Source: an optimization exercise on an open RTL-to-GDS flow (aim: small area, a short achievable clock period and few clock cycles). Production flows keep margins and buffers that such runs may drop.
Where RTL was checked, it was by simulation tests only, not by an equivalence proof against the original.
Power figures rest on the tool's default switching activity, not on a simulated workload.

## debounce_ctl
module debounce_ctl (
    input  wire        clk,
    input  wire        rst,
    input  wire        in_valid,
    output wire        in_ready,
    input  wire [7:0]  op,
    input  wire [31:0] period,
    input  wire [9:0]  sample,
    input  wire [31:0] num,
    input  wire [31:0] den,
    input  wire        pin_init,
    output reg         resp_valid,
    output reg         resp_ok,
    output reg         ev_reset,
    output reg         ev_reset_warm,
    output reg         ev_persist,
    output wire [7:0]  persist_val,
    output reg         ev_pulse,
    output wire        ev_diag_liveness,
    output reg         ev_diag_count,
    output wire [8:0]  diag_n,
    output reg         ev_diag_lockdown,
    output reg         ev_act,
    output reg         ev_ind,
    output reg         ev_rearm,
    output reg         act,
    output reg         ind,
    output reg         locked,
    output reg         pwm_valid,
    output reg  [31:0] pwm_on,
    output reg  [31:0] pwm_off
);
make LEC_CHECK=0 CAP_MARGIN=20 CORE_MARGIN=2 CORE_UTILIZATION=50 PLACE_DENSITY=0.8 SETUP_SLACK_MARGIN=5 SLEW_MARGIN=20 finish   # period 10.0 ns
run.sh (not shown) runs the stock make flow with config.mk's settings and CLKGATE_MAP_FILE= SYNTH_SCRIPT=/design/flow/synth_recipe.tcl, a recipe that flattens the netlist after the stock synthesis.
Testbench counts at the start, summed over its fixed seeds: cycles 33,671.
Edit:
ABC_CLOCK_PERIOD_IN_PS = 3500   (was default)
CORE_UTILIZATION = 40   (was 50)
PLACE_DENSITY = default   (was 0.8)
Outcome: Total power went up by 3.0%. Wire length rose by 13%. Count of clock-buffer cells in the layout rises by 2.
Edit:
ABC_CLOCK_PERIOD_IN_PS = default   (was 3500)
CORE_UTILIZATION = 50   (was 40)
The new run ran to the end with no violations.
Clock-buffer cell count rises by 6.
Final cell count falls by 3.3%.
Setup slack is better by 0.084 ns.
Fmax rises by 1.4%.
Final area hardly moves.
Via count stays flat.
Global-route usage rises by 5.7 points.
Non-clock buffer count rises by 34.
Register-to-register slack is better by 0.08 ns.
Edit:
SETUP_SLACK_MARGIN = 3   (was 5)
After rerunning: Routed wire length drops by 5.3%. Register-to-register slack gets worse by 0.84 ns. Area after synthesis stays the same.

debounce_ctl, a different RTL version from the one above (not shown whole).
Size in the first run: about 2,300 cells after synthesis, roughly 220 I/O pins, ~19,000 um^2 of cells after synthesis.
make LEC_CHECK=0 ABC_CLOCK_PERIOD_IN_PS=3500 CAP_MARGIN=20 CORE_MARGIN=2 CORE_UTILIZATION=40 SETUP_SLACK_MARGIN=5 SLEW_MARGIN=20 finish   # period 10.0 ns
Change:
--- a/flow/config.mk
+++ b/flow/config.mk
@@ -10,3 +10,3 @@
 export CORE_MARGIN = 2
-export CORE_UTILIZATION = 40
+export CORE_UTILIZATION = 60
 export SETUP_SLACK_MARGIN = 5
=> Clock power falls by about 7%. Final area falls by 1.6%. Total power falls by 3.0%.
No run of this note included a check of the RTL's function; only the layout flow was run.

Setup of alpha:
debounce_ctl, a different RTL version from the one above (not shown whole).
Size: about 240 flip-flops, roughly 220 I/O pins, ~0.024 mm^2 of cells after synthesis.
## debounce_ctl
module debounce_ctl (
    input  wire        clk,
    input  wire        rst,
    input  wire        in_valid,
    output wire        in_ready,
    input  wire [7:0]  op,
    input  wire [31:0] period,
    input  wire [9:0]  sample,
    input  wire [31:0] num,
    input  wire [31:0] den,
    input  wire        pin_init,
    output reg         resp_valid,
    output reg         resp_ok,
    output reg         ev_reset,
    output reg         ev_reset_warm,
    output reg         ev_persist,
    output wire [7:0]  persist_val,
    output reg         ev_pulse,
    output wire        ev_diag_liveness,
    output reg         ev_diag_count,
    output wire [8:0]  diag_n,
    output reg         ev_diag_lockdown,
    output reg         ev_act,
    output reg         ev_ind,
    output reg         ev_rearm,
    output reg         act,
    output reg         ind,
    output reg         locked,
    output reg         pwm_valid,
    output reg  [31:0] pwm_on,
    output reg  [31:0] pwm_off
);
make LEC_CHECK=0 CAP_MARGIN=20 CORE_MARGIN=2 CORE_UTILIZATION=50 SETUP_SLACK_MARGIN=4.5 SLEW_MARGIN=20 finish   # period 10.0 ns
Testbench counts of alpha, summed over its fixed seeds: cycles 33,671.
Setup changes, alpha to beta
-- flow/config.mk --
<<< alpha, line 10
export CORE_UTILIZATION = 50
export SETUP_SLACK_MARGIN = 4.5
export SLEW_MARGIN = 20
>>> beta, line 10
export CORE_UTILIZATION = 50
export SETUP_SLACK_MARGIN = 4
export SLEW_MARGIN = 20
### Flow results
- Per the comparison of beta with alpha, fraction of standard cell area that is sequential has increased, met2 track demand over resource picked up an extra 1.6 points, largest vdd supply drop down about 25%, clock latency on the worst-skew pair grew by 20 ps, part of the power in the clock network lost 1.0 points.
- Compared with alpha, in beta routed wire length moved down; power dissipated in combinational cells moved down.

==> port drivers added, routing unchanged <==
The results above use ideal ports. As a check the final layouts listed here were re-extracted and re-timed, cells and wires unchanged.
Step 1 assumes that a clkbuf_16 drives the clock port and a buf_2 every other input.
Step 2 moves the port delays by t, midway between the first and last clock arrival at a register: inputs arrive t later, outputs are due t later. That takes back most of the time a late clock gives input paths.
a / b / c = no drivers / after step 1 / after step 2; a / b = the first two.
run | shift t [ns] | setup WS [ns] | clock arrival spread, ns | worst slew at a driven data input, ns
the first run of note 1 | 0.635 | 4.051 / 4.051 / 4.051 | 0.024 / 0.024 | 0.06
the second run of note 1 | 0.652 | 4.037 / 4.037 / 4.037 | 0.051 / 0.052 | 0.08
the third run of note 1 | 0.680 | 4.121 / 4.121 / 4.121 | 0.017 / 0.017 | 0.06
the fourth run of note 1 | 0.652 | 3.284 / 3.284 / 3.120 | 0.020 / 0.020 | 0.04
the first run of note 2 | 0.643 | 4.371 / 4.371 / 4.340 | 0.018 / 0.019 | 0.05
the second run of note 2 | 0.604 | 4.084 / 4.084 / 4.084 | 0.015 / 0.014 | 0.07
alpha | 0.661 | 3.852 / 3.852 / 3.697 | 0.017 / 0.017 | 0.05
beta | 0.675 | 4.028 / 4.028 / 3.570 | 0.019 / 0.019 | 0.05
After both steps every run listed still meets setup and hold. The setup slack of beta, which loses most, moves by 0.000 ns with the drivers and by -0.458 ns with both steps.
